From an optimization exercise on the open Yosys and OpenROAD flow, aimed at small area, a short achievable clock period and few clock cycles; shortcuts taken in it are not production practice. The RTL was checked by simulation tests, not by an equivalence proof against the original design. Power is estimated from default activity; no workload was simulated.

==> flow/design.v <==
module ca_engine (
    input  wire        clk,
    input  wire        rst,         
    input  wire        cmd_valid,
    output wire        cmd_ready,
    input  wire [31:0] cmd,
    output reg         rsp_valid,
    output reg  [3:0]  rsp_err,
    output reg  [31:0] rsp_data
);
    localparam integer G    = 2;       
    localparam integer W    = 101;
    localparam integer CTR  = 50;
    localparam [8:0] TAG_PAR = 9'b111101010;
    localparam [7:0] OP_SETMODE = 8'h10;
    localparam [7:0] OP_SETNL   = 8'h11;
    localparam [7:0] OP_SETSL   = 8'h12;
    localparam [7:0] OP_SETRULE = 8'h13;
    localparam [7:0] OP_LENLO   = 8'h14;
    localparam [7:0] OP_LENHI   = 8'h15;
    localparam [7:0] OP_KEYCLR  = 8'h20;
    localparam [7:0] OP_KEYPUSH = 8'h21;
    localparam [7:0] OP_START   = 8'h30;
    localparam [7:0] OP_STEP    = 8'h31;
    localparam [7:0] OP_KSB     = 8'h32;
    localparam [7:0] OP_XORB    = 8'h33;
    localparam [7:0] OP_RDSTAT  = 8'h40;
    localparam [7:0] OP_RDCNT   = 8'h41;
    localparam [7:0] OP_RDLEN   = 8'h42;
    localparam [7:0] OP_RDCELL  = 8'h43;
    localparam [7:0] OP_RDKS    = 8'h44;
    localparam [7:0] OP_RDCFG   = 8'h45;
    localparam [7:0] OP_RDRULE  = 8'h46;
    localparam [7:0] OP_RDPARAM = 8'h47;
    localparam [7:0] OP_RESET   = 8'hF0;
    localparam [7:0] R_HOLD  = 8'hCC;      
    localparam [7:0] R_SHIFT = 8'hAA;      
    localparam [7:0] R_CLEAR = 8'h00;
    localparam [3:0] SEED_LAST = 4'd14;    
    localparam [3:0] GEN_CYC   = 8 / G;    
    reg [4*W-1:0] rows;         
    reg [255:0]   rules;        
    reg [15:0]    slen;         
    reg [2:0]     nlayers;
    reg           stream;
    reg [31:0]    len;
    reg [31:0]    keypar;       
    reg [5:0]     klen;
    reg           seeded;
    reg           ksvalid;
    reg [7:0]     acc;
    reg [7:0]     ksreg;
    reg [31:0]    outcnt;
    reg [2:0]     bitcnt;
    reg [5:0]     errs;         
    wire [7:0]  errs8  = {errs[5:2], 1'b0, errs[1:0], 1'b0};
    reg        ready_q;
    reg        v_q;
    reg [31:0] c_q;
    reg d_mode, d_nl, d_sl, d_rule, d_lenlo, d_lenhi, d_keyclr, d_cfg, d_push;
    reg d_start, d_step, d_gen8, d_xorb, d_rdstat, d_rdcnt, d_rdlen, d_rdks, d_rdcfg;
    reg d_param, d_cell, d_rrule, d_reset, d_ill, d_rng, d_multi;
    reg [3:0] lay1h;            
    reg [7:0] slot1h;           
    assign cmd_ready = ready_q;
    wire accept = cmd_valid & ready_q;
    wire [7:0] i_op  = cmd[31:24];
    wire i_r24 = ~|cmd[23:0];
    wire i_r8  = ~|cmd[23:8];
    wire i_r20 = ~|cmd[23:20];
    wire i_lay_bad = cmd[19] | cmd[18];
    wire i_k_setmode = (i_op == OP_SETMODE) & ~|cmd[23:4];
    wire i_k_setnl   = (i_op == OP_SETNL)   & i_r8;
    wire i_k_setsl   = (i_op == OP_SETSL)   & i_r20 & ~|cmd[15:5];
    wire i_k_setrule = (i_op == OP_SETRULE) & i_r20 & ~|cmd[15:12];
    wire i_k_lenlo   = (i_op == OP_LENLO)   & ~|cmd[23:16];
    wire i_k_lenhi   = (i_op == OP_LENHI)   & ~|cmd[23:16];
    wire i_k_keyclr  = (i_op == OP_KEYCLR)  & i_r24;
    wire i_k_keypush = (i_op == OP_KEYPUSH) & i_r8;
    wire i_k_start   = (i_op == OP_START)   & i_r24;
    wire i_k_step    = (i_op == OP_STEP)    & i_r24;
    wire i_k_ksb     = (i_op == OP_KSB)     & i_r24;
    wire i_k_xorb    = (i_op == OP_XORB)    & i_r8;
    wire i_k_rdstat  = (i_op == OP_RDSTAT)  & i_r24;
    wire i_k_rdcnt   = (i_op == OP_RDCNT)   & i_r24;
    wire i_k_rdlen   = (i_op == OP_RDLEN)   & i_r24;
    wire i_k_rdcell  = (i_op == OP_RDCELL)  & i_r20;
    wire i_k_rdks    = (i_op == OP_RDKS)    & i_r24;
    wire i_k_rdcfg   = (i_op == OP_RDCFG)   & i_r24;
    wire i_k_rdrule  = (i_op == OP_RDRULE)  & i_r20 & ~|cmd[15:12] & ~|cmd[7:0];
    wire i_k_rdparam = (i_op == OP_RDPARAM) & i_r8;
    wire i_k_reset   = (i_op == OP_RESET)   & i_r24;
    wire i_ill = ~(i_k_setmode | i_k_setnl | i_k_setsl | i_k_setrule | i_k_lenlo | i_k_lenhi |
                   i_k_keyclr | i_k_keypush | i_k_start | i_k_step | i_k_ksb | i_k_xorb |
                   i_k_rdstat | i_k_rdcnt | i_k_rdlen | i_k_rdcell | i_k_rdks | i_k_rdcfg |
                   i_k_rdrule | i_k_rdparam | i_k_reset);
    wire i_rng_mode  = |cmd[2:0];
    wire i_rng_nl    = cmd[7:0] > 8'd4;
    wire i_rng_sl    = i_lay_bad | (cmd[4:0] > 5'd8);
    wire i_rng_rule  = i_lay_bad | cmd[11];
    wire i_rng_cell  = i_lay_bad | (cmd[15:0] >= W);
    wire i_rng_param = cmd[7:0] > 8'd4;
    reg        idle_q;          
    reg [31:0] arule;           
    reg [31:0] arule2;          
    reg [11:0] rsa;             
    reg [11:0] rsb;             
    reg [3:0]  gen_cnt;         
    reg        gen_long;        
    reg        gen_more;        
    reg        ovl_gen;         
    reg        seed_last;       
    reg [11:0] rsv;             
    reg        cur_step;
    reg [7:0]  cur_x;
    reg        lag_v, lag_bc, lag_last, lag_step, ext1_q;
    reg [7:0]  lag_x;
    reg        sd;              
    reg        inj_on;          
    reg [3:0]  seed_t;
    reg [5:0]  base_q;          
    reg [5:0]  end_q;           
    reg [5:0]  kl_q;            
    reg [4:0]  kw_idx;          
    reg        kw_v, kw_bit;
    reg        nz_q;            
    reg [47:0] ptr;
    reg [7:0]  inj_q;
    reg        rc_act;          
    reg [6:0]  rc_t;
    reg [6:0]  rc_idx;
    reg [1:0]  rc_lay;
    reg        rc_bit;
    reg        rr_act;          
    reg        rr_act2;         
    reg [7:0]  rr_q;
    reg [1:0]  rr_lay;
    reg        bulk_q;          
    reg        zero_p;          
    reg        eq0_q;           
    reg        eqp1_q;          
    wire d_gen     = d_step | d_gen8;
    wire rc_last   = (rc_t == 7'd101);
    wire ovl_seed = sd & seed_last;
    wire ovl_ok   = v_q & d_gen & seeded & ((ovl_gen & ~eqp1_q) | (ovl_seed & ~eq0_q));
    wire consume_idle = v_q & idle_q;
    wire consume      = consume_idle | ovl_ok;
    wire gen_pass   = seeded & ~eq0_q & (d_step | (bitcnt == 3'd0));
    wire start_gen  = ovl_ok | (consume_idle & d_gen & gen_pass);
    wire start_seed = consume_idle & d_start;
    wire start_rc   = consume_idle & d_cell;
    wire start_rr   = consume_idle & d_rrule;
    wire soft_reset = consume_idle & d_reset;
    wire ok_push    = d_push & ~klen[5];
    wire idle_next = ~rst & ~bulk_q & (gen_cnt == 4'd0) & ~(sd & ~seed_last) &
                     ~(rc_act & ~rc_last) & ~rr_act & ~(consume & d_multi);
    wire v_q_d     = ~rst & (accept | (v_q & ~consume));
    wire er_ovf   = d_push & klen[5];
    wire er_state = d_gen & ~seeded;
    wire er_done  = d_gen & seeded & eq0_q;
    wire er_align = d_gen8 & seeded & ~eq0_q & (bitcnt != 3'd0);
    wire [3:0] c_err = {1'b0,
                        er_ovf | er_state | er_done | er_align,
                        d_rng | er_done | er_align,
                        d_ill | er_state | er_align};
    reg [31:0] p_data;
    always @(*) begin
        case (c_q[2:0])
            3'd0:    p_data = 32'h43414531;
            3'd1:    p_data = W;
            3'd2:    p_data = 32'd4;
            3'd3:    p_data = 32'd8;
            default: p_data = 32'd32;
        endcase
    end
    wire [31:0] c_data =
        ({32{d_rdstat}} & {16'd0, errs8, 2'b00, bitcnt, ksvalid, seeded & eq0_q, seeded}) |
        ({32{d_rdcnt}}  & outcnt) |
        ({32{d_rdlen}}  & len) |
        ({32{d_rdks}}   & {7'd0, ksvalid, 5'd0, bitcnt, acc, ksreg}) |
        ({32{d_rdcfg}}  & {10'd0, klen, 3'd0, 2'b00, nlayers, 4'd0, stream, 3'b000}) |
        ({32{d_param}}  & p_data);
    wire resp_now = consume_idle & ~(d_gen & gen_pass) & ~d_cell & ~d_rrule;
    wire [3:0] lact = {nlayers == 3'd4, nlayers >= 3'd3, nlayers >= 3'd2, 1'b1};
    function [2:0] sinc;        
        input [2:0] x;
        input [3:0] n;
        integer k;
        begin
            sinc = 3'd0;
            for (k = 2; k <= 8; k = k + 1)
                if (n == k) sinc = (x + 1 >= k) ? 3'd0 : x + 3'd1;
        end
    endfunction
    function [2:0] sinc2;       
        input [2:0] x;
        input [3:0] n;
        integer k;
        begin
            sinc2 = 3'd0;
            for (k = 2; k <= 8; k = k + 1)
                if (n == k) sinc2 = (x + 2 >= 2 * k) ? x + 2 - 2 * k : (x + 2 >= k) ? x + 2 - k : x + 2;
        end
    endfunction
    reg  [7:0] grule [0:3];
    reg  [7:0] grule2[0:3];
    reg  [7:0] rdrule;
    integer l;
    always @(*) begin
        rdrule = 8'd0;
        for (l = 0; l < 4; l = l + 1) begin
            if (!lact[l]) begin
                grule[l]  = R_HOLD;
                grule2[l] = R_HOLD;
            end else if (nlayers == 3'd0 || slen[l*4 +: 4] == 4'd0) begin
                grule[l]  = 8'd30;
                grule2[l] = 8'd30;
            end else begin
                grule[l]  = rules[{l[1:0], rsa[l*3 +: 3]}*8 +: 8];
                grule2[l] = rules[{l[1:0], rsb[l*3 +: 3]}*8 +: 8];
            end
            if (rr_lay == l) rdrule = rules[{l[1:0], rsa[l*3 +: 3]}*8 +: 8];
        end
    end
    wire step_nx = start_gen ? d_step : cur_step;    
    wire ld_gen  = start_gen | gen_more;
    wire ld_seed = sd & ~seed_last & (seed_t != 4'd0);
    wire ld_rot  = start_rc | (rc_act & (rc_t < 7'd100));
    wire [63:0] ekey = {23'd0, keypar, TAG_PAR};
    function [5:0] pmod;
        input [6:0] x;
        input       st;
        input [5:0] kl;
        integer k;
        begin
            pmod = 6'd9;
            for (k = 0; k <= 32; k = k + 1) begin
                if (kl == k && !st && k > 0) pmod = 9 + x % k;
                if (kl == k && st)           pmod = x % (k + 9);
            end
        end
    endfunction
    function integer seg_top;
        input integer s;
        begin
            seg_top = (s == 7) ? 100 : 13 * s + 12;
        end
    endfunction
    function integer seg_of_top;       
        input integer i;
        integer s;
        begin
            seg_of_top = -1;
            for (s = 0; s < 8; s = s + 1)
                if (seg_top(s) == i) seg_of_top = s;
        end
    endfunction
    wire [4*W-1:0] mid;         
    wire [4*W-1:0] fin;         
    wire [4*W-1:0] rows_d;
    genvar gl, gi;
    generate
        for (gl = 0; gl < 4; gl = gl + 1) begin : LAY
            for (gi = 0; gi < W; gi = gi + 1) begin : MIDC
                wire rn = (seg_of_top(gi) >= 0) ? (inj_on ? inj_q[seg_of_top(gi) & 7]
                                                          : rows[gl*W + ((gi + 1) % W)])
                                                : rows[gl*W + ((gi + 1) % W)];
                wire [2:0] p = {rows[gl*W + ((gi + W - 1) % W)], rows[gl*W + gi], rn};
                assign mid[gl*W + gi] = arule[gl*8 + p];
            end
            for (gi = 0; gi < W; gi = gi + 1) begin : CELL
                if (G == 2) begin : TWO
                    wire [2:0] q = {mid[gl*W + ((gi + W - 1) % W)],
                                    mid[gl*W + gi],
                                    mid[gl*W + ((gi + 1) % W)]};
                    assign fin[gl*W + gi] = arule2[gl*8 + q];
                end else begin : ONE
                    assign fin[gl*W + gi] = mid[gl*W + gi];
                end
                assign rows_d[gl*W + gi] = fin[gl*W + gi];
            end
        end
    endgenerate
    wire ext  = rows[CTR] ^ rows[W + CTR] ^ rows[2*W + CTR] ^ rows[3*W + CTR];
    wire ext1 = mid[CTR] ^ mid[W + CTR] ^ mid[2*W + CTR] ^ mid[3*W + CTR];
    wire [7:0] acc_nx = (G == 1 || lag_step) ? {acc[6:0], ext} : {acc[5:0], ext1_q, ext};
    wire eq_lo     = (len[15:0]  == outcnt[15:0]);
    wire eq_hi     = (len[31:16] == outcnt[31:16]);
    wire eq_lo_imm = (c_q[15:0]  == outcnt[15:0]);
    wire eq_hi_imm = (c_q[15:0]  == outcnt[31:16]);
    wire [3:0] bit_sum = {1'b0, bitcnt} + (cur_step ? 4'd1 : G);
    integer s;
    always @(posedge clk) begin
        rows <= rows_d;
        if (ready_q) begin
            c_q      <= cmd;
            d_mode   <= i_k_setmode & ~i_rng_mode;
            d_nl     <= i_k_setnl & ~i_rng_nl;
            d_sl     <= i_k_setsl & ~i_rng_sl;
            d_rule   <= i_k_setrule & ~i_rng_rule;
            d_lenlo  <= i_k_lenlo;
            d_lenhi  <= i_k_lenhi;
            d_keyclr <= i_k_keyclr;
            d_cfg    <= (i_k_setmode & ~i_rng_mode) | (i_k_setnl & ~i_rng_nl) |
                        (i_k_setsl & ~i_rng_sl) | (i_k_setrule & ~i_rng_rule) |
                        i_k_lenlo | i_k_lenhi | i_k_keyclr;
            d_push   <= i_k_keypush;
            d_start  <= i_k_start;
            d_step   <= i_k_step;
            d_gen8   <= i_k_ksb | i_k_xorb;
            d_xorb   <= i_k_xorb;
            d_rdstat <= i_k_rdstat;
            d_rdcnt  <= i_k_rdcnt;
            d_rdlen  <= i_k_rdlen;
            d_rdks   <= i_k_rdks;
            d_rdcfg  <= i_k_rdcfg;
            d_param  <= i_k_rdparam & ~i_rng_param;
            d_cell   <= i_k_rdcell & ~i_rng_cell;
            d_rrule  <= i_k_rdrule & ~i_rng_rule;
            d_reset  <= i_k_reset;
            d_ill    <= i_ill;
            d_rng    <= (i_k_setmode & i_rng_mode) | (i_k_setnl & i_rng_nl) |
                        (i_k_setsl & i_rng_sl) | ((i_k_setrule | i_k_rdrule) & i_rng_rule) |
                        (i_k_rdcell & i_rng_cell) | (i_k_rdparam & i_rng_param);
            lay1h    <= 4'd1 << cmd[17:16];
            slot1h   <= 8'd1 << cmd[10:8];
            d_multi  <= i_k_start | i_k_step | i_k_ksb | i_k_xorb | i_k_reset |
                        (i_k_rdcell & ~i_rng_cell) | (i_k_rdrule & ~i_rng_rule);
        end
        v_q     <= v_q_d;
        ready_q <= ~rst & (~v_q_d | idle_next);
        idle_q  <= idle_next;
        for (l = 0; l < 4; l = l + 1) begin
            if (bulk_q)
                arule[l*8 +: 8] <= R_CLEAR;
            else if (ld_gen)
                arule[l*8 +: 8] <= grule[l];
            else if (ld_seed)
                arule[l*8 +: 8] <= lact[l] ? R_SHIFT : R_CLEAR;
            else if (ld_rot)
                arule[l*8 +: 8] <= R_SHIFT;
            else
                arule[l*8 +: 8] <= R_HOLD;
            if (ld_gen & ~step_nx)
                arule2[l*8 +: 8] <= grule2[l];
            else
                arule2[l*8 +: 8] <= R_HOLD;
            if (ld_gen) begin
                if (G == 1) begin
                    rsa[l*3 +: 3] <= rsb[l*3 +: 3];
                    rsb[l*3 +: 3] <= sinc(rsb[l*3 +: 3], slen[l*4 +: 4]);
                end else if (step_nx) begin
                    rsa[l*3 +: 3] <= rsb[l*3 +: 3];
                    rsb[l*3 +: 3] <= sinc(rsb[l*3 +: 3], slen[l*4 +: 4]);
                end else begin
                    rsa[l*3 +: 3] <= sinc(rsb[l*3 +: 3], slen[l*4 +: 4]);
                    rsb[l*3 +: 3] <= sinc2(rsb[l*3 +: 3], slen[l*4 +: 4]);
                end
            end
        end
        if (gen_cnt != 4'd0) begin
            bitcnt <= bit_sum[2:0];
            if (bit_sum[3]) outcnt <= outcnt + 32'd1;
        end
        lag_v    <= ~rst & (gen_cnt != 4'd0);
        lag_bc   <= bit_sum[3];
        lag_last <= (gen_cnt == 4'd1);
        lag_step <= cur_step;
        lag_x    <= cur_x;
        ext1_q   <= ext1;
        gen_more <= ~rst & (start_gen ? ~d_step : (gen_cnt > 4'd2));
        ovl_gen  <= ~rst & (gen_cnt == 4'd2) & gen_long;
        seed_last <= ~rst & sd & ~seed_last & (seed_t == SEED_LAST - 4'd1);
        if (rst)
            gen_cnt <= 4'd0;
        else if (start_gen)
            gen_cnt <= d_step ? 4'd1 : GEN_CYC;
        else if (gen_cnt != 4'd0)
            gen_cnt <= gen_cnt - 4'd1;
        if (start_gen) begin
            gen_long <= ~d_step;
            cur_step <= d_step;
            cur_x    <= d_xorb ? c_q[7:0] : 8'd0;
        end
        if (lag_v) begin
            acc <= acc_nx;
            if (lag_bc) begin
                ksreg   <= acc_nx;
                ksvalid <= 1'b1;
            end
        end
        if (rst)
            sd <= 1'b0;
        else if (start_seed)
            sd <= 1'b1;
        else if (seed_last)
            sd <= 1'b0;
        inj_on <= ~rst & sd & ~seed_last & (seed_t != 4'd0);
        if (start_seed) begin
            seed_t <= 4'd0;
            base_q <= stream ? 6'd0 : 6'd9;
            end_q  <= klen + 6'd9;
            kl_q   <= klen;
            nz_q   <= stream | (klen != 6'd0);
        end else if (sd) begin
            seed_t <= seed_t + 4'd1;
        end
        if (sd & (seed_t == 4'd0))
            ptr <= {pmod(7'd88, stream, kl_q), pmod(7'd78, stream, kl_q),
                    pmod(7'd65, stream, kl_q), pmod(7'd52, stream, kl_q),
                    pmod(7'd39, stream, kl_q), pmod(7'd26, stream, kl_q),
                    pmod(7'd13, stream, kl_q), base_q};
        else
            for (s = 0; s < 8; s = s + 1)
                ptr[s*6 +: 6] <= (ptr[s*6 +: 6] + 6'd1 == end_q) ? base_q : ptr[s*6 +: 6] + 6'd1;
        for (s = 0; s < 8; s = s + 1)
            inj_q[s] <= nz_q ? ekey[ptr[s*6 +: 6]] : ((s == 3) && (seed_t == 4'd12));
        if (rst)
            rc_act <= 1'b0;
        else if (start_rc)
            rc_act <= 1'b1;
        else if (rc_last)
            rc_act <= 1'b0;
        if (start_rc) begin
            rc_t   <= 7'd0;
            rc_idx <= c_q[6:0];
            rc_lay <= c_q[17:16];
        end else if (rc_act) begin
            rc_t <= rc_t + 7'd1;
            if (rc_t == rc_idx) rc_bit <= rows[rc_lay*W];
        end
        rr_act  <= ~rst & start_rr;
        rr_act2 <= ~rst & rr_act;
        if (rr_act) rr_q <= rdrule;
        if (start_rr) begin
            rr_lay <= c_q[17:16];
            rsv    <= rsa;
            rsa    <= {4{c_q[10:8]}};
        end
        if (rr_act)
            rsa <= rsv;
        bulk_q <= rst | soft_reset;
        zero_p <= bulk_q;
        eq0_q  <= ((consume_idle & d_lenlo) ? eq_lo_imm : eq_lo) &
                  ((consume_idle & d_lenhi) ? eq_hi_imm : eq_hi);
        eqp1_q <= (len == outcnt + 32'd1);
        kw_v   <= consume_idle & ok_push;
        kw_idx <= klen[4:0];
        kw_bit <= c_q[0];
        if (kw_v) keypar[kw_idx] <= kw_bit;
        if (consume_idle) begin
            if (d_cfg | ok_push) seeded <= 1'b0;
            if (d_mode)   stream <= c_q[3];
            if (d_nl)     nlayers <= c_q[2:0];
            for (l = 0; l < 4; l = l + 1) begin
                if (d_sl & lay1h[l]) slen[l*4 +: 4] <= c_q[3:0];
                for (s = 0; s < 8; s = s + 1)
                    if (d_rule & lay1h[l] & slot1h[s]) rules[(l*8+s)*8 +: 8] <= c_q[7:0];
            end
            if (d_lenlo)  len[15:0]  <= c_q[15:0];
            if (d_lenhi)  len[31:16] <= c_q[15:0];
            if (d_keyclr) klen <= 6'd0;
            if (ok_push)  klen <= klen + 6'd1;
            if (d_start) begin
                seeded  <= 1'b1;
                outcnt  <= 32'd0;
                bitcnt  <= 3'd0;
                acc     <= 8'd0;
                ksreg   <= 8'd0;
                ksvalid <= 1'b0;
                for (l = 0; l < 4; l = l + 1) begin
                    rsa[l*3 +: 3] <= 3'd0;
                    rsb[l*3 +: 3] <= sinc(3'd0, slen[l*4 +: 4]);
                end
            end
            if (d_ill)    errs[0] <= 1'b1;
            if (d_rng)    errs[1] <= 1'b1;
            if (er_ovf)   errs[2] <= 1'b1;
            if (er_state) errs[3] <= 1'b1;
            if (er_done)  errs[4] <= 1'b1;
            if (er_align) errs[5] <= 1'b1;
        end
        rsp_valid <= ~rst & (resp_now | (lag_v & lag_last) | rr_act2 | (rc_act & rc_last));
        if (lag_v & lag_last) begin
            rsp_err  <= 4'd0;
            rsp_data <= lag_step ? {30'd0, lag_bc, ext} : {24'd0, acc_nx ^ lag_x};
        end else if (rr_act2) begin
            rsp_err  <= 4'd0;
            rsp_data <= {19'd0, 1'b0, slen[rr_lay*4 +: 4], rr_q};
        end else if (rc_act) begin
            rsp_err  <= 4'd0;
            rsp_data <= {31'd0, rc_bit};
        end else begin
            rsp_err  <= c_err;
            rsp_data <= c_data;
        end
        if (bulk_q) begin
            stream  <= 1'b0;
            nlayers <= 3'd0;
            slen    <= 16'd0;
            for (s = 0; s < 32; s = s + 1)
                rules[s*8 +: 8] <= 8'd30;
            len     <= 32'd0;
            klen    <= 6'd0;
            seeded  <= 1'b0;
            ksvalid <= 1'b0;
            acc     <= 8'd0;
            ksreg   <= 8'd0;
            outcnt  <= 32'd0;
            bitcnt  <= 3'd0;
            errs    <= 6'd0;
            gen_cnt <= 4'd0;
            sd      <= 1'b0;
            rc_act  <= 1'b0;
            rr_act  <= 1'b0;
            rr_act2 <= 1'b0;
        end
    end
endmodule
==> flow/run.sh <==
#!/bin/bash
# synth_recipe.tcl (not shown) runs the flow's synth.tcl, then flattens the netlist and writes it again
# the make line also repeats each setting of config.mk as NAME=value (left out here)
make -C /OpenROAD-flow-scripts/flow DESIGN_CONFIG=/design/flow/config.mk WORK_HOME=/design/flow/orfs CLKGATE_MAP_FILE= SYNTH_SCRIPT=/design/flow/synth_recipe.tcl finish
==> flow/config.mk <==
export PLATFORM = sky130hd
export DESIGN_NAME = ca_engine
export DESIGN_NICKNAME = ca_engine
export VERILOG_FILES = /design/flow/design.v
export SDC_FILE = /design/flow/constraint.sdc
export NUM_CORES = 4
export LEC_CHECK = 0
export CAP_MARGIN = 20
export CORE_MARGIN = 2
export CORE_UTILIZATION = 55
export CTS_CLUSTER_DIAMETER = 200
export CTS_CLUSTER_SIZE = 20
export PLACE_DENSITY = 0.7
export SETUP_SLACK_MARGIN = 2.45
export SLEW_MARGIN = 20
==> flow/constraint.sdc <==
create_clock -name core_clock -period 5.0 [get_ports {clk}]
set_input_delay 1.0000 -clock core_clock [delete_from_list [all_inputs] [get_ports {clk}]]
set_output_delay 1.0000 -clock core_clock [all_outputs]
set_load 0.01 [all_outputs]
==> impl_metrics.prom, run 1 <==
# TYPE chip_impl_metric gauge
chip_impl_metric{name="placement.io_buffers",unit=""} 71
chip_impl_metric{name="drtPass1Iterations",unit=""} 9
chip_impl_metric{name="drive_gt1_frac",unit=""} 0.325
chip_impl_metric{name="hold_viol",unit=""} 0
chip_impl_metric{name="layout.nets",unit=""} 9728
chip_impl_info{name="status",value="finished clean"} 1
chip_impl_metric{name="global_route.usage.total",unit=""} 0.343
chip_impl_metric{name="route.detailed.vias_per_inst",unit=""} 7.40
chip_impl_metric{name="initial_cell_density_of_the_core",unit=""} 0.553
chip_impl_metric{name="worst-slew-pin-transition",unit="ps"} 1120
chip_impl_metric{name="grt_pass1_wl",unit="µm"} 533000
chip_impl_metric{name="max_cap_violations",unit=""} 0
chip_impl_metric{name="antenna_left",unit=""} 0
chip_impl_metric{name="drt-total-wl",unit="µm"} 357000
chip_impl_metric{name="clk_path_buf_depth",unit=""} 3
chip_impl_metric{name="max_freq",unit="MHz"} 390
chip_impl_metric{name="synth_edf_count",unit=""} 142
chip_impl_metric{name="vdd.ir_drop.worst",unit="µV"} 280
chip_impl_metric{name="gpl_wtd_cong",unit=""} 0.972
chip_impl_metric{name="core_region_area",unit="mm²"} 0.192
chip_impl_metric{name="grt_overflow",unit=""} 0
chip_impl_metric{name="leakage",unit="nW"} 42.3
chip_impl_metric{name="vias",unit=""} 90200
chip_impl_metric{name="route.detailed.drc",unit=""} 0
chip_impl_info{name="top_library_cells_by_usage_in_the_layout_fill_and_taps_aside",value="1261 x sky130_fd_sc_hd__mux4_2, 867 x sky130_fd_sc_hd__dfxtp_1, 771 x sky130_fd_sc_hd__mux2i_1, 755 x sky130_fd_sc_hd__a21oi_1, 721 x sky130_fd_sc_hd__nor2_1"} 1
chip_impl_metric{name="maxSlewViolCount",unit=""} 0
chip_impl_metric{name="avgSynthCellArea",unit="µm²"} 10.2
chip_impl_info{name="most_common_cell_after_layout_fill_and_taps_aside",value="sky130_fd_sc_hd__mux4_2"} 1
chip_impl_metric{name="crit_path_max_fanout",unit=""} 30
chip_impl_metric{name="synth_cells",unit=""} 10400
chip_impl_metric{name="mappedNetlistArea",unit="mm²"} 0.106
chip_impl_metric{name="top_level_ports",unit=""} 73
chip_impl_metric{name="first_global_vias",unit=""} 86000
chip_impl_metric{name="dieHeight",unit="µm"} 443
chip_impl_metric{name="timing.final.crit_share",unit=""} 0.513
chip_impl_metric{name="ys_seq_area_frac",unit=""} 0.230
chip_impl_info{name="rsz0062_at_grt",value="true"} 1
chip_impl_info{name="yosys_most_used_dff",value="sky130_fd_sc_hd__dfxtp_1"} 1
chip_impl_metric{name="cts_sinks",unit=""} 1149
chip_impl_metric{name="ctsHoldBuffers",unit=""} 0
chip_impl_metric{name="critPathRequiredTime",unit="ps"} 5590
chip_impl_metric{name="synth.distinct_cells",unit=""} 97
chip_impl_metric{name="drt_iter0_drc",unit=""} 12200
chip_impl_metric{name="worst_skew_pair.late_latency",unit="ps"} 760
chip_impl_metric{name="yosys_register_bits",unit=""} 1149
chip_impl_metric{name="clock-skew-final",unit="ps"} 51.2
chip_impl_metric{name="cts_inserted_buffers",unit=""} 67
chip_impl_metric{name="period_minus_slack",unit="ps"} 2570
chip_impl_metric{name="ys_warn_count",unit=""} 3
chip_impl_metric{name="h_tree_depth_reported_by_cts",unit=""} 3
chip_impl_info{name="criticalPathCategory",value="reg -> reg"} 1
chip_impl_metric{name="pin_count_of_the_biggest_net_entering_global_routing",unit=""} 100
chip_impl_info{name="critical_path.endpoint_type",value="flop"} 1
chip_impl_info{name="cts_tree",value="done"} 1
chip_impl_metric{name="area_growth_from_synthesis_to_layout",unit="%"} 8.11
chip_impl_metric{name="count_of_standard_cell_rows",unit=""} 161
chip_impl_metric{name="number_of_antenna_violations_at_the_first_check_in_global_routing",unit=""} 23
chip_impl_metric{name="critPathArrivalTime",unit="ps"} 3150
chip_impl_metric{name="wl_per_cell",unit="µm"} 29.3
chip_impl_info{name="cts-root-buf",value="sky130_fd_sc_hd__clkbuf_16"} 1
chip_impl_metric{name="place_hpwl",unit="µm"} 204000
chip_impl_metric{name="power.total",unit="W"} 0.0294
chip_impl_metric{name="power_density",unit="mW/mm²"} 256
chip_impl_metric{name="setup_viol",unit=""} 0
chip_impl_metric{name="synth_fp_nets",unit=""} 10600
chip_impl_info{name="worstHoldPathType",value="reg -> reg"} 1
chip_impl_metric{name="die_w",unit="µm"} 443
chip_impl_metric{name="synth-async-reset-ratio",unit=""} 0
chip_impl_metric{name="setup-tns-final",unit="ps"} 0
chip_impl_metric{name="clkSlewWorstSetupHoldPaths",unit="ps"} 100
chip_impl_info{name="worstSetupStartpointType",value="flop"} 1
chip_impl_metric{name="worst_slew_margin_rel",unit=""} 0.250
chip_impl_metric{name="floorplan.die_area",unit="mm²"} 0.197
## cells in the mapped netlist (38+ instances only)
cell / count / share of area
sky130_fd_sc_hd__mux4_2: 1261 / 0.27
sky130_fd_sc_hd__clkbuf_1: 1204 / 0.043
sky130_fd_sc_hd__dfxtp_1: 1007 / 0.19
sky130_fd_sc_hd__mux2i_1: 878 / 0.083
sky130_fd_sc_hd__nor2_1: 769 / 0.027
sky130_fd_sc_hd__a21oi_1: 764 / 0.036
sky130_fd_sc_hd__nand2_1: 584 / 0.021
sky130_fd_sc_hd__mux2_2: 496 / 0.053
sky130_fd_sc_hd__o21ai_0: 488 / 0.023
sky130_fd_sc_hd__a211oi_1: 228 / 0.016
sky130_fd_sc_hd__nor2b_1: 202 / 0.012
sky130_fd_sc_hd__buf_2: 186 / 0.0088
sky130_fd_sc_hd__edfxtp_1: 142 / 0.040
sky130_fd_sc_hd__inv_1: 142 / 0.0050
sky130_fd_sc_hd__a211o_1: 141 / 0.012
sky130_fd_sc_hd__xnor2_1: 135 / 0.011
sky130_fd_sc_hd__o211ai_1: 129 / 0.0091
sky130_fd_sc_hd__mux2i_2: 120 / 0.016
sky130_fd_sc_hd__nor3_1: 101 / 0.0048
sky130_fd_sc_hd__nand3_1: 94 / 0.0044
sky130_fd_sc_hd__xor2_1: 94 / 0.0078
sky130_fd_sc_hd__mux2i_4: 82 / 0.017
sky130_fd_sc_hd__ha_1: 81 / 0.0095
sky130_fd_sc_hd__a31oi_1: 72 / 0.0042
sky130_fd_sc_hd__buf_1: 60 / 0.0021
sky130_fd_sc_hd__nand2b_1: 60 / 0.0035
sky130_fd_sc_hd__a22oi_1: 58 / 0.0041
sky130_fd_sc_hd__mux4_1: 53 / 0.013
sky130_fd_sc_hd__buf_4: 49 / 0.0035
sky130_fd_sc_hd__nor4_1: 47 / 0.0028
sky130_fd_sc_hd__o21ai_1: 46 / 0.0022
sky130_fd_sc_hd__and2_1: 43 / 0.0025
sky130_fd_sc_hd__o22ai_1: 38 / 0.0022
## stage by stage
| stage | hold WS (ps) | std cells | setup slack [ps] | cell area (µm²) | util |
|---|---|---|---|---|---|
| final | 330 | 12200 | 2430 | 115000 | 0.597 |
| after global routing | 353 | 12200 | 2370 | 115000 | 0.597 |
| after CTS | 345 | 12000 | 2250 | 112000 | 0.581 |
| after detailed placement | 327 | 11700 | 1350 | 105000 | 0.548 |
| after global placement | 325 | 11700 | 1210 | 105000 | 0.548 |
| after floorplan | 323 | 10400 | 2390 | 106000 | - |
## final cells by class
type,instances,area [µm²]
multi-input combinational,7564,77400
antenna,18,45.0
clock buffer,100,1800
clock inverter,8,131
inverter,169,708
sequential,1149,24800
tap,2526,3160
fill,15600,77400
timing repair buffer,652,6710
## worst max-delay path, cell delays in order (launching register included)
cell and delay [ps]:
sky130_fd_sc_hd__edfxtp_1 510, sky130_fd_sc_hd__nand2b_1 250, sky130_fd_sc_hd__buf_4 430, sky130_fd_sc_hd__nor2_1 170
sky130_fd_sc_hd__o21ai_0 210, sky130_fd_sc_hd__a31oi_1 100, sky130_fd_sc_hd__o32ai_1 590, sky130_fd_sc_hd__a22oi_1 170
## state kept, by name, summed over array words and instances, names as in the netlist, 16 cells and up
| register | flops |
|---|---|
| arule | 32 |
| arule2 | 32 |
| c_q | 18 |
| keypar | 32 |
| len | 32 |
| outcnt | 32 |
| ptr | 48 |
| rows | 404 |
| rsp_data | 32 |
| rules | 256 |
| slen | 16 |
## power breakdown
group          switching [W]  internal (W)  leakage, nW
combinational        0.00556       0.00518         31.9
clock                0.00366       0.00256        0.922
sequential           0.00235        0.0101         9.48
total                 0.0116        0.0178         42.3
## cells by family after synthesis
family                     count (synthesis)  synth area share
muxes                                   2890             0.449
AOI/OAI and AO/OA                       2242             0.132
and+or+nand+nor                         2109            0.0920
buffers and inverters                   1723            0.0674
DFF                                     1149             0.230
xor gates and xnor gates                 229            0.0189
adders and majority gates                 90            0.0112
other                                      1         0.0000353
## metal layers
layer	track usage	share of wire	vias to the layer above
met5	0	0.00049	-
met4	0.178	0.056	24
met3	0.0692	0.11	1165
met2	0.537	0.46	5999
met1	0.453	0.37	45000
li1	-	-	38000
## what timing repair did
item	in CTS	in global routing
resized for setup	476	272
gates cloned	2	7
endpoints found under the setup margin	882	494
setup buffers	190	201
pin swaps	14	31
## worst paths after layout
kind             from       end  slack, ps  cells after the start
min          cur_x[4]  lag_x[4]        330                      0
min reg2reg  cur_x[4]  lag_x[4]        330                      0
max reg2reg   kl_q[5]   ptr[31]       2430                      7
max           kl_q[5]   ptr[31]       2430                      7
Testbench counts, summed over its fixed seeds: cycles 7,700.
==> run 2: changes to the inputs <==
--- a/flow/config.mk
+++ b/flow/config.mk
@@ -12,4 +12,4 @@
 export CTS_CLUSTER_SIZE = 20
 export PLACE_DENSITY = 0.7
-export SETUP_SLACK_MARGIN = 2.45
+export SETUP_SLACK_MARGIN = 2.6
 export SLEW_MARGIN = 20
==> impl_metrics.prom, run 2 <==
# TYPE chip_impl_metric gauge
chip_impl_info{name="status",value="finished clean"} 1
chip_impl_metric{name="first_global_vias",unit=""} 89600
chip_impl_metric{name="drt_iter0_drc",unit=""} 14200
chip_impl_metric{name="critPathRequiredTime",unit="ps"} 5620
chip_impl_metric{name="clock-skew-final",unit="ps"} 36.3
chip_impl_metric{name="setup_viol",unit=""} 0
chip_impl_metric{name="place_hpwl",unit="µm"} 195000
chip_impl_metric{name="maxSlewViolCount",unit=""} 0
chip_impl_metric{name="setup-tns-final",unit="ps"} 0
chip_impl_metric{name="ys_warn_count",unit=""} 3
chip_impl_metric{name="gpl_wtd_cong",unit=""} 0.930
chip_impl_metric{name="die_w",unit="µm"} 443
chip_impl_metric{name="clk_path_buf_depth",unit=""} 3
chip_impl_info{name="criticalPathCategory",value="reg -> reg"} 1
chip_impl_metric{name="grt_pass1_wl",unit="µm"} 550000
chip_impl_metric{name="layout_setup_ws",unit="ps"} 2450
chip_impl_metric{name="pin_count_of_the_biggest_net_entering_global_routing",unit=""} 152
chip_impl_metric{name="count_of_standard_cell_rows",unit=""} 161
chip_impl_metric{name="yosys_register_bits",unit=""} 1149
chip_impl_info{name="synth_area_leaders",value="sky130_fd_sc_hd__mux4_2 27%, sky130_fd_sc_hd__dfxtp_1 19%, sky130_fd_sc_hd__mux2i_1 8.3%"} 1
chip_impl_metric{name="antenna_left",unit=""} 0
chip_impl_metric{name="drtPass1Iterations",unit=""} 8
chip_impl_metric{name="drive_gt1_frac",unit=""} 0.385
chip_impl_metric{name="placement.io_buffers",unit=""} 71
chip_impl_metric{name="clkSlewWorstSetupHoldPaths",unit="ps"} 100
chip_impl_metric{name="reg2reg_setup_slack",unit="ps"} 2450
chip_impl_metric{name="layout.nets",unit=""} 10300
chip_impl_info{name="cts_tree",value="done"} 1
chip_impl_info{name="rsz0062_at_grt",value="true"} 1
chip_impl_metric{name="drt-total-wl",unit="µm"} 384000
chip_impl_metric{name="cts_inserted_buffers",unit=""} 67
chip_impl_metric{name="leakage",unit="nW"} 45.7
chip_impl_metric{name="grt_overflow",unit=""} 0
chip_impl_info{name="worstSetupStartpointType",value="flop"} 1
chip_impl_metric{name="wl_per_cell",unit="µm"} 30.2
chip_impl_metric{name="route.detailed.drc",unit=""} 0
chip_impl_metric{name="cts_sinks",unit=""} 1149
chip_impl_metric{name="period_minus_slack",unit="ps"} 2550
chip_impl_metric{name="flip_flop_count_of_the_largest_register_all_copies_and_words_added",unit=""} 404
chip_impl_metric{name="synth_edf_count",unit=""} 142
chip_impl_metric{name="dieHeight",unit="µm"} 443
chip_impl_info{name="reg.largest.list",value="rows (404), rules (256), ptr (48)"} 1
chip_impl_info{name="max_flop_register",value="rows"} 1
chip_impl_metric{name="global_route.usage.total",unit=""} 0.356
chip_impl_info{name="most_common_cell_after_layout_fill_and_taps_aside",value="sky130_fd_sc_hd__mux4_2"} 1
chip_impl_info{name="worstReg2RegEnd",value="rows[253]"} 1
chip_impl_metric{name="synth.distinct_cells",unit=""} 97
chip_impl_metric{name="hold-path-cell-count",unit=""} 0
chip_impl_metric{name="synth-async-reset-ratio",unit=""} 0
chip_impl_metric{name="area_growth_from_synthesis_to_layout",unit="%"} 15.8
chip_impl_info{name="netlist_top_cells_count",value="1261 x sky130_fd_sc_hd__mux4_2, 1204 x sky130_fd_sc_hd__clkbuf_1, 1007 x sky130_fd_sc_hd__dfxtp_1"} 1
chip_impl_metric{name="timing.final.crit_share",unit=""} 0.511
chip_impl_metric{name="worst_skew_pair.late_latency",unit="ps"} 760
chip_impl_info{name="hold_path_end",value="lag_x[1]"} 1
chip_impl_metric{name="max_cap_violations",unit=""} 0
chip_impl_metric{name="worst-slew-pin-transition",unit="ps"} 1040
chip_impl_metric{name="power.total",unit="W"} 0.0308
chip_impl_metric{name="ys_seq_area_frac",unit=""} 0.230
chip_impl_info{name="yosys_most_used_dff",value="sky130_fd_sc_hd__dfxtp_1"} 1
chip_impl_metric{name="vdd.ir_drop.worst",unit="µV"} 352
chip_impl_metric{name="critPathArrivalTime",unit="ps"} 3180
chip_impl_metric{name="route.detailed.vias_per_inst",unit=""} 7.49
chip_impl_info{name="critical_path.endpoint_type",value="flop"} 1
chip_impl_info{name="hold_path.startpoint",value="cur_x[1]"} 1
chip_impl_metric{name="core_region_area",unit="mm²"} 0.192
chip_impl_info{name="cts-root-buf",value="sky130_fd_sc_hd__clkbuf_16"} 1
chip_impl_metric{name="power_density",unit="mW/mm²"} 251
chip_impl_metric{name="mappedNetlistArea",unit="mm²"} 0.106
chip_impl_info{name="synthDominantAreaCellType",value="sky130_fd_sc_hd__mux4_2"} 1
chip_impl_info{name="worstHoldPathType",value="reg -> reg"} 1
chip_impl_metric{name="initial_cell_density_of_the_core",unit=""} 0.553
chip_impl_metric{name="avgSynthCellArea",unit="µm²"} 10.2
chip_impl_metric{name="floorplan.die_area",unit="mm²"} 0.197
chip_impl_metric{name="synth_top_cell_area_share",unit=""} 0.267
chip_impl_metric{name="synth_cells",unit=""} 10400
chip_impl_info{name="timing.rr.start",value="inj_on"} 1
chip_impl_info{name="top_library_cells_by_usage_in_the_layout_fill_and_taps_aside",value="1286 x sky130_fd_sc_hd__mux4_2, 834 x sky130_fd_sc_hd__dfxtp_1, 742 x sky130_fd_sc_hd__a21oi_1, 724 x sky130_fd_sc_hd__buf_4, 721 x sky130_fd_sc_hd__mux2i_1"} 1
chip_impl_info{name="synth.most_common_cell",value="sky130_fd_sc_hd__mux4_2"} 1
chip_impl_metric{name="placement.setup.worst_slack",unit="ps"} 1160
chip_impl_metric{name="number_of_antenna_violations_at_the_first_check_in_global_routing",unit=""} 25
chip_impl_metric{name="top_level_ports",unit=""} 73
chip_impl_metric{name="worst_slew_margin_rel",unit=""} 0.304
chip_impl_metric{name="worst_r2r_path_depth",unit=""} 10
chip_impl_metric{name="h_tree_depth_reported_by_cts",unit=""} 3
chip_impl_metric{name="hold_viol",unit=""} 0
chip_impl_metric{name="vias",unit=""} 95200
chip_impl_metric{name="max_freq",unit="MHz"} 391
chip_impl_metric{name="crit_path_max_fanout",unit=""} 9
chip_impl_metric{name="synth_fp_nets",unit=""} 10600
## run 2: cell counts after synthesis
Identical to the previous run, type by type.
## run 2: final cells by class
cell class	count	area (µm²)
timing repair buffer	1176	13000
inverter	169	771
sequential	1149	24900
fill	14200	69200
antenna	15	37.5
timing repair inverter	2	18.8
multi-input combinational	7564	79100
clock inverter	8	129
clock buffer	103	1810
tap	2526	3160
## run 2: worst max path at each step
stage	end	slack, ps	from	cells past startpoint
floorplan	d_ill	2390	cmd[21]	6
global placement	d_ill	1240	cmd[8]	6
detailed placement	d_ill	1160	cmd[8]	6
CTS	rsb[1]	2380	rsb[2]	9
global route	rsb[1]	2290	rsb[2]	9
finish	rows[253]	2450	inj_on	10
## run 2: what timing repair did
item	4_1_cts	5_1_grt
buffers inserted	455	415
setup endpoints to repair	897	495
gates cloned	11	54
gates resized for setup	693	667
hold buffers	0	0
pin swaps	38	93
## run 2: power breakdown
group	switching (W)	total [W]	leakage, nW	internal [W]
registers	0.00230	0.0124	9.49	0.0101
clock network	0.00372	0.00629	0.927	0.00257
logic	0.00624	0.0121	35.3	0.00588
total	0.0123	0.0308	45.7	0.0186
## run 2: logic make-up after synthesis
family | after synthesis | share of synthesized area
compound gates | 2242 | 0.132
xor+xnor | 229 | 0.0189
fa+ha+maj | 90 | 0.0112
buf+inv | 1723 | 0.0674
flops | 1149 | 0.230
mux | 2890 | 0.449
other cells | 1 | 0.0000353
simple gates | 2109 | 0.0920
## run 2: critical path: stages, from the launching register on
cell	delay [ps]
sky130_fd_sc_hd__dfxtp_4	470
sky130_fd_sc_hd__buf_6	150
sky130_fd_sc_hd__buf_12	140
sky130_fd_sc_hd__buf_12	130
sky130_fd_sc_hd__mux2i_1	340
sky130_fd_sc_hd__mux2i_4	360
sky130_fd_sc_hd__buf_12	160
sky130_fd_sc_hd__mux2i_1	180
sky130_fd_sc_hd__nor2_1	80
sky130_fd_sc_hd__a211oi_1	330
sky130_fd_sc_hd__a21oi_1	90
## run 2: stage by stage
step | std cells | util | hold slack [ps] | cell area [µm²]
global route | 12700 | 0.640 | 350 | 123000
global placement | 11600 | 0.549 | 324 | 105000
finish | 12700 | 0.640 | 339 | 123000
CTS | 12200 | 0.601 | 338 | 116000
floorplan | 10400 | - | 323 | 107000
detailed placement | 11600 | 0.549 | 327 | 105000
## run 2: layer usage
metal / GRT usage / part of all wire
met1: 0.460 / 0.35
met3: 0.0861 / 0.13
met4: 0.199 / 0.069
met5: 0 / 0.00048
met2: 0.548 / 0.45
==> run 3: changes to the inputs <==
--- a/flow/config.mk
+++ b/flow/config.mk
@@ -12,4 +12,4 @@
 export CTS_CLUSTER_SIZE = 20
 export PLACE_DENSITY = 0.7
-export SETUP_SLACK_MARGIN = 2.6
+export SETUP_SLACK_MARGIN = 2.3
 export SLEW_MARGIN = 20
==> impl_metrics.prom, run 3 <==
# TYPE chip_impl_metric gauge
chip_impl_metric{name="synth-async-reset-ratio",unit=""} 0
chip_impl_info{name="crit_path_frequent_cell",value="sky130_fd_sc_hd__mux4_2"} 1
chip_impl_metric{name="route.detailed.vias_per_inst",unit=""} 7.43
chip_impl_metric{name="antenna_left",unit=""} 0
chip_impl_metric{name="cts_inserted_buffers",unit=""} 67
chip_impl_info{name="timing.rr.start",value="rsa[4]"} 1
chip_impl_metric{name="wirelength_met1",unit="µm"} 129000
chip_impl_info{name="worstSetupStartpointType",value="flop"} 1
chip_impl_metric{name="clock-skew-final",unit="ps"} 43.5
chip_impl_info{name="hold_path.startpoint",value="cur_x[3]"} 1
chip_impl_metric{name="met2_length",unit="µm"} 160000
chip_impl_info{name="netlist_top_cells_count",value="1261 x sky130_fd_sc_hd__mux4_2, 1204 x sky130_fd_sc_hd__clkbuf_1, 1007 x sky130_fd_sc_hd__dfxtp_1"} 1
chip_impl_metric{name="count_of_standard_cell_rows",unit=""} 161
chip_impl_metric{name="wl_per_cell",unit="µm"} 29.0
chip_impl_metric{name="pin_count_of_the_biggest_net_entering_global_routing",unit=""} 179
chip_impl_metric{name="placement.io_buffers",unit=""} 71
chip_impl_metric{name="place_hpwl",unit="µm"} 201000
chip_impl_metric{name="clkSlewWorstSetupHoldPaths",unit="ps"} 100
chip_impl_metric{name="drt-total-wl",unit="µm"} 347000
chip_impl_metric{name="power.total",unit="W"} 0.0289
chip_impl_info{name="status",value="finished clean"} 1
chip_impl_metric{name="max_freq",unit="MHz"} 362
chip_impl_metric{name="synth_fp_nets",unit=""} 10600
chip_impl_metric{name="route.detailed.drc",unit=""} 0
chip_impl_info{name="worstReg2RegEnd",value="rr_q[2]"} 1
chip_impl_metric{name="worst-slew-pin-transition",unit="ps"} 1240
chip_impl_metric{name="drtPass1Iterations",unit=""} 9
chip_impl_metric{name="vias",unit=""} 88800
chip_impl_metric{name="ctsHoldBuffers",unit=""} 0
chip_impl_metric{name="dr_wl_met3",unit="µm"} 37600
chip_impl_metric{name="synth_top_cell_area_share",unit=""} 0.267
chip_impl_metric{name="setup-tns-final",unit="ps"} 0
chip_impl_metric{name="mappedNetlistArea",unit="mm²"} 0.106
chip_impl_info{name="cts_tree",value="done"} 1
chip_impl_metric{name="drt_iter0_drc",unit=""} 11800
chip_impl_metric{name="grt_pass1_wl",unit="µm"} 523000
chip_impl_metric{name="gpl_wtd_cong",unit=""} 1.01
chip_impl_metric{name="worst_skew_pair.late_latency",unit="ps"} 760
chip_impl_metric{name="flip_flop_count_of_the_largest_register_all_copies_and_words_added",unit=""} 404
chip_impl_metric{name="top_level_ports",unit=""} 73
chip_impl_metric{name="critPathRequiredTime",unit="ps"} 5520
chip_impl_metric{name="h_tree_depth_reported_by_cts",unit=""} 3
chip_impl_info{name="critical_path.endpoint_type",value="flop"} 1
chip_impl_metric{name="synth_cells",unit=""} 10400
chip_impl_metric{name="fin_area",unit="mm²"} 0.111
chip_impl_metric{name="grt_overflow",unit=""} 0
chip_impl_metric{name="dieHeight",unit="µm"} 443
chip_impl_info{name="worstHoldPathType",value="reg -> reg"} 1
chip_impl_metric{name="initial_cell_density_of_the_core",unit=""} 0.553
chip_impl_info{name="max_flop_register",value="rows"} 1
chip_impl_metric{name="worst_slew_margin_rel",unit=""} 0.173
chip_impl_metric{name="hold_slack",unit="ps"} 352
chip_impl_metric{name="floorplan.die_area",unit="mm²"} 0.197
chip_impl_metric{name="layout.nets",unit=""} 9502
chip_impl_info{name="top_library_cells_by_usage_in_the_layout_fill_and_taps_aside",value="1261 x sky130_fd_sc_hd__mux4_2, 906 x sky130_fd_sc_hd__dfxtp_1, 793 x sky130_fd_sc_hd__mux2i_1, 758 x sky130_fd_sc_hd__a21oi_1, 744 x sky130_fd_sc_hd__nor2_1"} 1
chip_impl_metric{name="synth.distinct_cells",unit=""} 97
chip_impl_info{name="hold_path_end",value="lag_x[3]"} 1
chip_impl_metric{name="drive_gt1_frac",unit=""} 0.295
chip_impl_metric{name="cts_sinks",unit=""} 1149
chip_impl_info{name="reg.largest.list",value="rows (404), rules (256), ptr (48)"} 1
chip_impl_metric{name="period_minus_slack",unit="ps"} 2770
chip_impl_metric{name="area_growth_from_synthesis_to_layout",unit="%"} 4.98
chip_impl_metric{name="timing.final.crit_share",unit=""} 0.553
chip_impl_info{name="most_common_cell_after_layout_fill_and_taps_aside",value="sky130_fd_sc_hd__mux4_2"} 1
chip_impl_metric{name="setup_viol",unit=""} 0
chip_impl_info{name="highest_layer",value="met5"} 1
chip_impl_metric{name="first_global_vias",unit=""} 85500
chip_impl_metric{name="maxSlewViolCount",unit=""} 0
chip_impl_metric{name="crit_path_max_incr_delay",unit="ps"} 1050
chip_impl_metric{name="reg2reg_setup_slack",unit="ps"} 2230
chip_impl_info{name="critPathLaunch",value="rsa[4]"} 1
chip_impl_info{name="synth_area_leaders",value="sky130_fd_sc_hd__mux4_2 27%, sky130_fd_sc_hd__dfxtp_1 19%, sky130_fd_sc_hd__mux2i_1 8.3%"} 1
chip_impl_metric{name="ys_seq_area_frac",unit=""} 0.230
chip_impl_metric{name="ys_warn_count",unit=""} 3
chip_impl_metric{name="layout.filler_cells",unit=""} 15700
chip_impl_info{name="worst_path_cell_with_the_longest_stage_delay",value="sky130_fd_sc_hd__dfxtp_1"} 1
chip_impl_info{name="cts-root-buf",value="sky130_fd_sc_hd__clkbuf_16"} 1
chip_impl_metric{name="post-route-util",unit=""} 0.580
chip_impl_metric{name="avgSynthCellArea",unit="µm²"} 10.2
chip_impl_info{name="synth.most_common_cell",value="sky130_fd_sc_hd__mux4_2"} 1
chip_impl_info{name="cp_cell_instances",value="mux4_2 -> mux2i_1 -> mux4_2 -> inv_1"} 1
chip_impl_metric{name="crit_path_max_fanout",unit=""} 18
chip_impl_metric{name="synth_edf_count",unit=""} 142
chip_impl_metric{name="placed_area",unit="mm²"} 0.105
chip_impl_metric{name="sequential_standard_cell_area",unit="mm²"} 0.0247
chip_impl_metric{name="hold-path-cell-count",unit=""} 0
chip_impl_info{name="yosys_most_used_dff",value="sky130_fd_sc_hd__dfxtp_1"} 1
chip_impl_metric{name="hold_viol",unit=""} 0
chip_impl_info{name="criticalPathCategory",value="reg -> reg"} 1
chip_impl_metric{name="power_density",unit="mW/mm²"} 259
chip_impl_metric{name="global_route.usage.total",unit=""} 0.334
chip_impl_metric{name="worst_r2r_path_depth",unit=""} 4
chip_impl_metric{name="vdd.ir_drop.worst",unit="µV"} 278
chip_impl_metric{name="critPathArrivalTime",unit="ps"} 3290
chip_impl_metric{name="max_cap_violations",unit=""} 0
chip_impl_metric{name="leakage",unit="nW"} 40.6
chip_impl_info{name="rsz0062_at_grt",value="true"} 1
chip_impl_info{name="synthDominantAreaCellType",value="sky130_fd_sc_hd__mux4_2"} 1
chip_impl_metric{name="number_of_antenna_violations_at_the_first_check_in_global_routing",unit=""} 16
chip_impl_metric{name="die_w",unit="µm"} 443
chip_impl_metric{name="core_region_area",unit="mm²"} 0.192
chip_impl_metric{name="clk_path_buf_depth",unit=""} 3
chip_impl_metric{name="multi_input_area",unit="mm²"} 0.0767
chip_impl_metric{name="yosys_register_bits",unit=""} 1149
[run 3: layout make-up]
class,instances,share of cell area
Clock inverter,7,0.00120
Timing Repair Buffer,426,0.0386
Clock buffer,102,0.0164
Inverter,169,0.00608
Multi-Input combinational cell,7562,0.688
Tap cell,2526,0.0283
Antenna cell,5,0.000112
Sequential cell,1149,0.222
Timing Repair inverter,2,0.0000898
[run 3: how the worst max path moves through the flow]
| stage | to | cells after the start |
|---|---|---|
| 2_1_floorplan | rsb[5] | 11 |
| 3_3_place_gp | d_ill | 6 |
| 3_5_place_dp | d_ill | 6 |
| 4_1_cts | rsb[5] | 10 |
| 5_1_grt | rsb[5] | 10 |
| 6_report | rr_q[2] | 4 |
[run 3: cell families after synthesis]
group	share of synthesized area
mux	0.449
compound gates	0.132
simple gates	0.0920
buf+inv	0.0674
flops	0.230
xor+xnor	0.0189
fa+ha+maj	0.0112
other cells	0.0000353
[run 3: worst max-delay path, delay by kind of cell (launching register included)]
kind	cells	cell delay (ps)
buffers and inverters	1	40
multiplexers	3	1430
flip-flops	1	1050
[run 3: metal layers]
metal	up-vias	global-route usage
met5	-	0
met4	18	0.183
met3	1047	0.0618
met2	5822	0.522
met1	44400	0.441
li1	37600	-
[run 3: through the flow]
step           std cells  setup WS (ps)
3_5_place_dp       11700           1330
2_1_floorplan      10400           2200
3_3_place_gp       11700           1250
5_1_grt            11900           2160
4_1_cts            11800           2150
6_report           11900           2230
[run 3: what timing repair did]
item / CTS / global route
resized for setup: 283 / 165
buffers inserted: 77 / 98
setup endpoints to repair: 700 / 399
pin swaps: 2 / 8
cloned: 2 / 2
[run 3: power breakdown]
group          internal [W]  total, W  leakage [nW]  switching, W
Sequential           0.0101    0.0125          9.45       0.00241
Clock               0.00259   0.00632         0.933       0.00372
Combinational       0.00485    0.0101          30.2       0.00524
==> run 4: changes to the inputs <==
--- a/flow/config.mk
+++ b/flow/config.mk
@@ -8,8 +8,8 @@
 export CAP_MARGIN = 20
 export CORE_MARGIN = 2
-export CORE_UTILIZATION = 55
+export CORE_UTILIZATION = 65
 export CTS_CLUSTER_DIAMETER = 200
 export CTS_CLUSTER_SIZE = 20
-export PLACE_DENSITY = 0.7
-export SETUP_SLACK_MARGIN = 2.3
+export PLACE_DENSITY = 0.8
+export SETUP_SLACK_MARGIN = 2.5
 export SLEW_MARGIN = 20
==> impl_metrics.prom, run 4 <==
# TYPE chip_impl_metric gauge
chip_impl_metric{name="synth.distinct_cells",unit=""} 97
chip_impl_metric{name="setup-tns-final",unit="ps"} 0
chip_impl_metric{name="pin_count_of_the_biggest_net_entering_global_routing",unit=""} 177
chip_impl_metric{name="yosys_register_bits",unit=""} 1149
chip_impl_metric{name="placement.setup.worst_slack",unit="ps"} 1590
chip_impl_metric{name="worst_skew_pair.late_latency",unit="ps"} 760
chip_impl_metric{name="antenna_left",unit=""} 0
chip_impl_info{name="worstSetupStartpointType",value="flop"} 1
chip_impl_metric{name="timing.final.crit_share",unit=""} 0.551
chip_impl_metric{name="grt_overflow",unit=""} 0
chip_impl_metric{name="first_global_vias",unit=""} 89200
chip_impl_metric{name="floorplan.die_area",unit="mm²"} 0.167
chip_impl_info{name="cts-root-buf",value="sky130_fd_sc_hd__clkbuf_16"} 1
chip_impl_info{name="criticalPathCategory",value="reg -> reg"} 1
chip_impl_info{name="most_common_cell_after_layout_fill_and_taps_aside",value="sky130_fd_sc_hd__mux4_2"} 1
chip_impl_metric{name="placed_area",unit="mm²"} 0.105
chip_impl_metric{name="synth_cells",unit=""} 10400
chip_impl_metric{name="setup_viol",unit=""} 0
chip_impl_metric{name="layoutNonFillerInstCount",unit=""} 12000
chip_impl_metric{name="drtPass1Iterations",unit=""} 15
chip_impl_metric{name="fin_area",unit="mm²"} 0.116
chip_impl_metric{name="worst_slew_margin_rel",unit=""} 0.190
chip_impl_metric{name="drive_gt1_frac",unit=""} 0.338
chip_impl_metric{name="critPathRequiredTime",unit="ps"} 5630
chip_impl_metric{name="ys_seq_area_frac",unit=""} 0.230
chip_impl_metric{name="ys_warn_count",unit=""} 3
chip_impl_metric{name="critPathArrivalTime",unit="ps"} 3380
chip_impl_metric{name="layout.nets",unit=""} 9857
chip_impl_metric{name="grt_pass1_wl",unit="µm"} 535000
chip_impl_metric{name="mappedNetlistArea",unit="mm²"} 0.106
chip_impl_metric{name="dp_cells",unit=""} 11300
chip_impl_metric{name="initial_cell_density_of_the_core",unit=""} 0.653
chip_impl_info{name="worst_path_cell_with_the_longest_stage_delay",value="sky130_fd_sc_hd__dfxtp_1"} 1
chip_impl_metric{name="pwr-share-clk",unit=""} 0.206
chip_impl_metric{name="die_w",unit="µm"} 408
chip_impl_metric{name="power.total",unit="W"} 0.0302
chip_impl_metric{name="cts_sinks",unit=""} 1149
chip_impl_metric{name="period_minus_slack",unit="ps"} 2760
chip_impl_metric{name="place_hpwl",unit="µm"} 195000
chip_impl_info{name="critical_path.endpoint_type",value="flop"} 1
chip_impl_metric{name="crit_path_max_fanout",unit=""} 6
chip_impl_metric{name="synth_top_cell_area_share",unit=""} 0.267
chip_impl_metric{name="crit_buf_inv",unit=""} 0
chip_impl_info{name="synth_area_leaders",value="sky130_fd_sc_hd__mux4_2 27%, sky130_fd_sc_hd__dfxtp_1 19%, sky130_fd_sc_hd__mux2i_1 8.3%"} 1
chip_impl_info{name="synth.most_common_cell",value="sky130_fd_sc_hd__mux4_2"} 1
chip_impl_metric{name="number_of_antenna_violations_at_the_first_check_in_global_routing",unit=""} 35
chip_impl_metric{name="area_growth_from_synthesis_to_layout",unit="%"} 9.49
chip_impl_metric{name="drt-total-wl",unit="µm"} 381000
chip_impl_info{name="cp_cell_instances",value="mux4_2 -> mux2i_1 -> mux4_2 -> mux2_2"} 1
chip_impl_info{name="cts_tree",value="done"} 1
chip_impl_info{name="top_library_cells_by_usage_in_the_layout_fill_and_taps_aside",value="1262 x sky130_fd_sc_hd__mux4_2, 861 x sky130_fd_sc_hd__dfxtp_1, 767 x sky130_fd_sc_hd__mux2i_1, 754 x sky130_fd_sc_hd__a21oi_1, 724 x sky130_fd_sc_hd__nor2_1"} 1
chip_impl_metric{name="leakage",unit="nW"} 43.2
chip_impl_metric{name="count_of_standard_cell_rows",unit=""} 148
chip_impl_metric{name="maxSlewViolCount",unit=""} 0
chip_impl_metric{name="max_cap_violations",unit=""} 0
chip_impl_info{name="max_flop_register",value="rows"} 1
chip_impl_metric{name="route.detailed.drc",unit=""} 0
chip_impl_metric{name="flip_flop_count_of_the_largest_register_all_copies_and_words_added",unit=""} 404
chip_impl_metric{name="clk_path_buf_depth",unit=""} 3
chip_impl_metric{name="vias",unit=""} 97000
chip_impl_metric{name="global_route.usage.total",unit=""} 0.405
chip_impl_metric{name="gpl_wtd_cong",unit=""} 1.02
chip_impl_metric{name="internal-power",unit="W"} 0.0181
chip_impl_info{name="synthDominantAreaCellType",value="sky130_fd_sc_hd__mux4_2"} 1
chip_impl_metric{name="wl_per_cell",unit="µm"} 31.8
chip_impl_metric{name="switching_power",unit="W"} 0.0121
chip_impl_metric{name="clock-skew-final",unit="ps"} 45.1
chip_impl_metric{name="avgSynthCellArea",unit="µm²"} 10.2
chip_impl_metric{name="crit_path_max_incr_delay",unit="ps"} 760
chip_impl_metric{name="drt_iter0_drc",unit=""} 17800
chip_impl_metric{name="synth_fp_nets",unit=""} 10600
chip_impl_metric{name="power.share.sequential",unit=""} 0.412
chip_impl_info{name="worstHoldPathType",value="reg -> reg"} 1
chip_impl_metric{name="h_tree_depth_reported_by_cts",unit=""} 3
chip_impl_metric{name="clkSlewWorstSetupHoldPaths",unit="ps"} 100
chip_impl_info{name="crit_path_frequent_cell",value="sky130_fd_sc_hd__mux4_2"} 1
chip_impl_metric{name="synth-async-reset-ratio",unit=""} 0
chip_impl_info{name="reg.largest.list",value="rows (404), rules (256), ptr (48)"} 1
chip_impl_metric{name="power_density",unit="mW/mm²"} 260
chip_impl_metric{name="vdd.ir_drop.worst",unit="µV"} 266
chip_impl_metric{name="ctsHoldBuffers",unit=""} 0
chip_impl_metric{name="dieHeight",unit="µm"} 408
chip_impl_metric{name="synth_edf_count",unit=""} 142
chip_impl_metric{name="sw_frac_of_total",unit=""} 0.401
chip_impl_info{name="yosys_most_used_dff",value="sky130_fd_sc_hd__dfxtp_1"} 1
chip_impl_metric{name="top_level_ports",unit=""} 73
chip_impl_metric{name="hold_viol",unit=""} 0
chip_impl_metric{name="placement.io_buffers",unit=""} 71
chip_impl_metric{name="share_of_total_power_in_combinational_logic",unit=""} 0.381
chip_impl_metric{name="cts_inserted_buffers",unit=""} 67
chip_impl_info{name="netlist_top_cells_count",value="1261 x sky130_fd_sc_hd__mux4_2, 1204 x sky130_fd_sc_hd__clkbuf_1, 1007 x sky130_fd_sc_hd__dfxtp_1"} 1
chip_impl_metric{name="max_freq",unit="MHz"} 363
chip_impl_metric{name="layout_setup_ws",unit="ps"} 2240
chip_impl_info{name="status",value="finished clean"} 1
chip_impl_metric{name="route.detailed.vias_per_inst",unit=""} 8.10
chip_impl_info{name="rsz0062_at_grt",value="true"} 1
chip_impl_info{name="critPathTopFamily",value="multiplexers"} 1
chip_impl_metric{name="worst-slew-pin-transition",unit="ps"} 1210
chip_impl_metric{name="core_region_area",unit="mm²"} 0.163
[run 4: cell counts after synthesis]
Identical to the previous run, type by type.
[run 4: through the flow]
step,hold slack [ps],utilization
floorplan,323,-
global placement,324,0.645
detailed placement,329,0.645
CTS,333,0.689
global route,350,0.715
finish,334,0.715
[run 4: layout make-up]
type	instances	area (µm²)
multi-input cells	7565	77600
fillers	10600	46300
flip-flops and latches	1149	24800
repair buffers	780	8340
well taps	2175	2720
clock buffers	98	1790
inverters	169	738
clock inverters	9	131
diodes	33	82.6
[run 4: final timing paths]
| check | end | slack (ps) | start | cells past startpoint |
|---|---|---|---|---|
| worst max register to register | rows[356] | 2240 | rows[357] | 4 |
| worst max-delay path | rows[356] | 2240 | rows[357] | 4 |
| worst min-delay path | lag_x[7] | 330 | cur_x[7] | 0 |
| worst min register to register | lag_x[7] | 330 | cur_x[7] | 0 |
[run 4: cells by family after synthesis]
logic type / synth area share
AOI/OAI and AO/OA: 0.132
buffers and inverters: 0.0674
and+or+nand+nor: 0.0920
muxes: 0.449
xor gates and xnor gates: 0.0189
adders and majority gates: 0.0112
DFF: 0.230
other: 0.0000353
[run 4: metal layers]
metal | global-route usage | vias up | share of wire
met5 | 0 | - | 0.00062
met4 | 0.213 | 28 | 0.080
met3 | 0.112 | 2686 | 0.16
li1 | - | 38300 | -
met1 | 0.535 | 46100 | 0.33
met2 | 0.610 | 9850 | 0.43
[run 4: power by group through the flow]
stage          sequential [W]  combinational, W  clock, W
5_1_grt                0.0125            0.0120   0.00645
3_3_place_gp           0.0126           0.00874         0
6_report               0.0125            0.0115   0.00624
4_1_cts                0.0123            0.0102   0.00614
2_1_floorplan          0.0107           0.00857         0
3_5_place_dp           0.0127           0.00904         0
[run 4: what timing repair did]
| item | in CTS | in global routing |
|---|---|---|
| cloned | 8 | 14 |
| buffers inserted | 242 | 271 |
| resized for setup | 523 | 294 |
| endpoints found under the setup margin | 861 | 418 |
| pin swaps | 16 | 39 |

[separate check: timing with driven ports]
How much do the figures lean on ideal ports? The routed layouts below were timed once more, with nothing changed but the port constraints. Step 1 (the two cells are an assumption about what drives the block):
set clk [get_ports {clk}]
set_driving_cell -lib_cell sky130_fd_sc_hd__clkbuf_16 $clk
set_driving_cell -lib_cell sky130_fd_sc_hd__buf_2 [delete_from_list [all_inputs] $clk]
Step 2 times the ports against the registers' clock, not the clock port: input delays grow and output delays shrink by t, the midpoint of the rising clock arrivals with the driver on. Three values: no drivers, after step 1, after step 2; two values: the first two.
run	shift t [ns]	setup WS [ns]	worst hold slack (ns)	worst setup path after step 2
run 1	0.837	2.433 / 2.416 / 1.579	0.330 / 0.330 / 0.330	input to register
run 2	0.832	2.445 / 2.445 / 1.870	0.339 / 0.339 / 0.339	input to register
run 3	0.831	2.234 / 2.234 / 1.606	0.352 / 0.352 / 0.352	input to register
run 4	0.821	2.245 / 2.245 / 1.743	0.334 / 0.334 / 0.334	input to register
After both steps setup and hold are still met in every run listed. For run 1, which loses most, drivers alone change the setup slack by -0.017 ns; drivers and shift together by -0.854 ns.
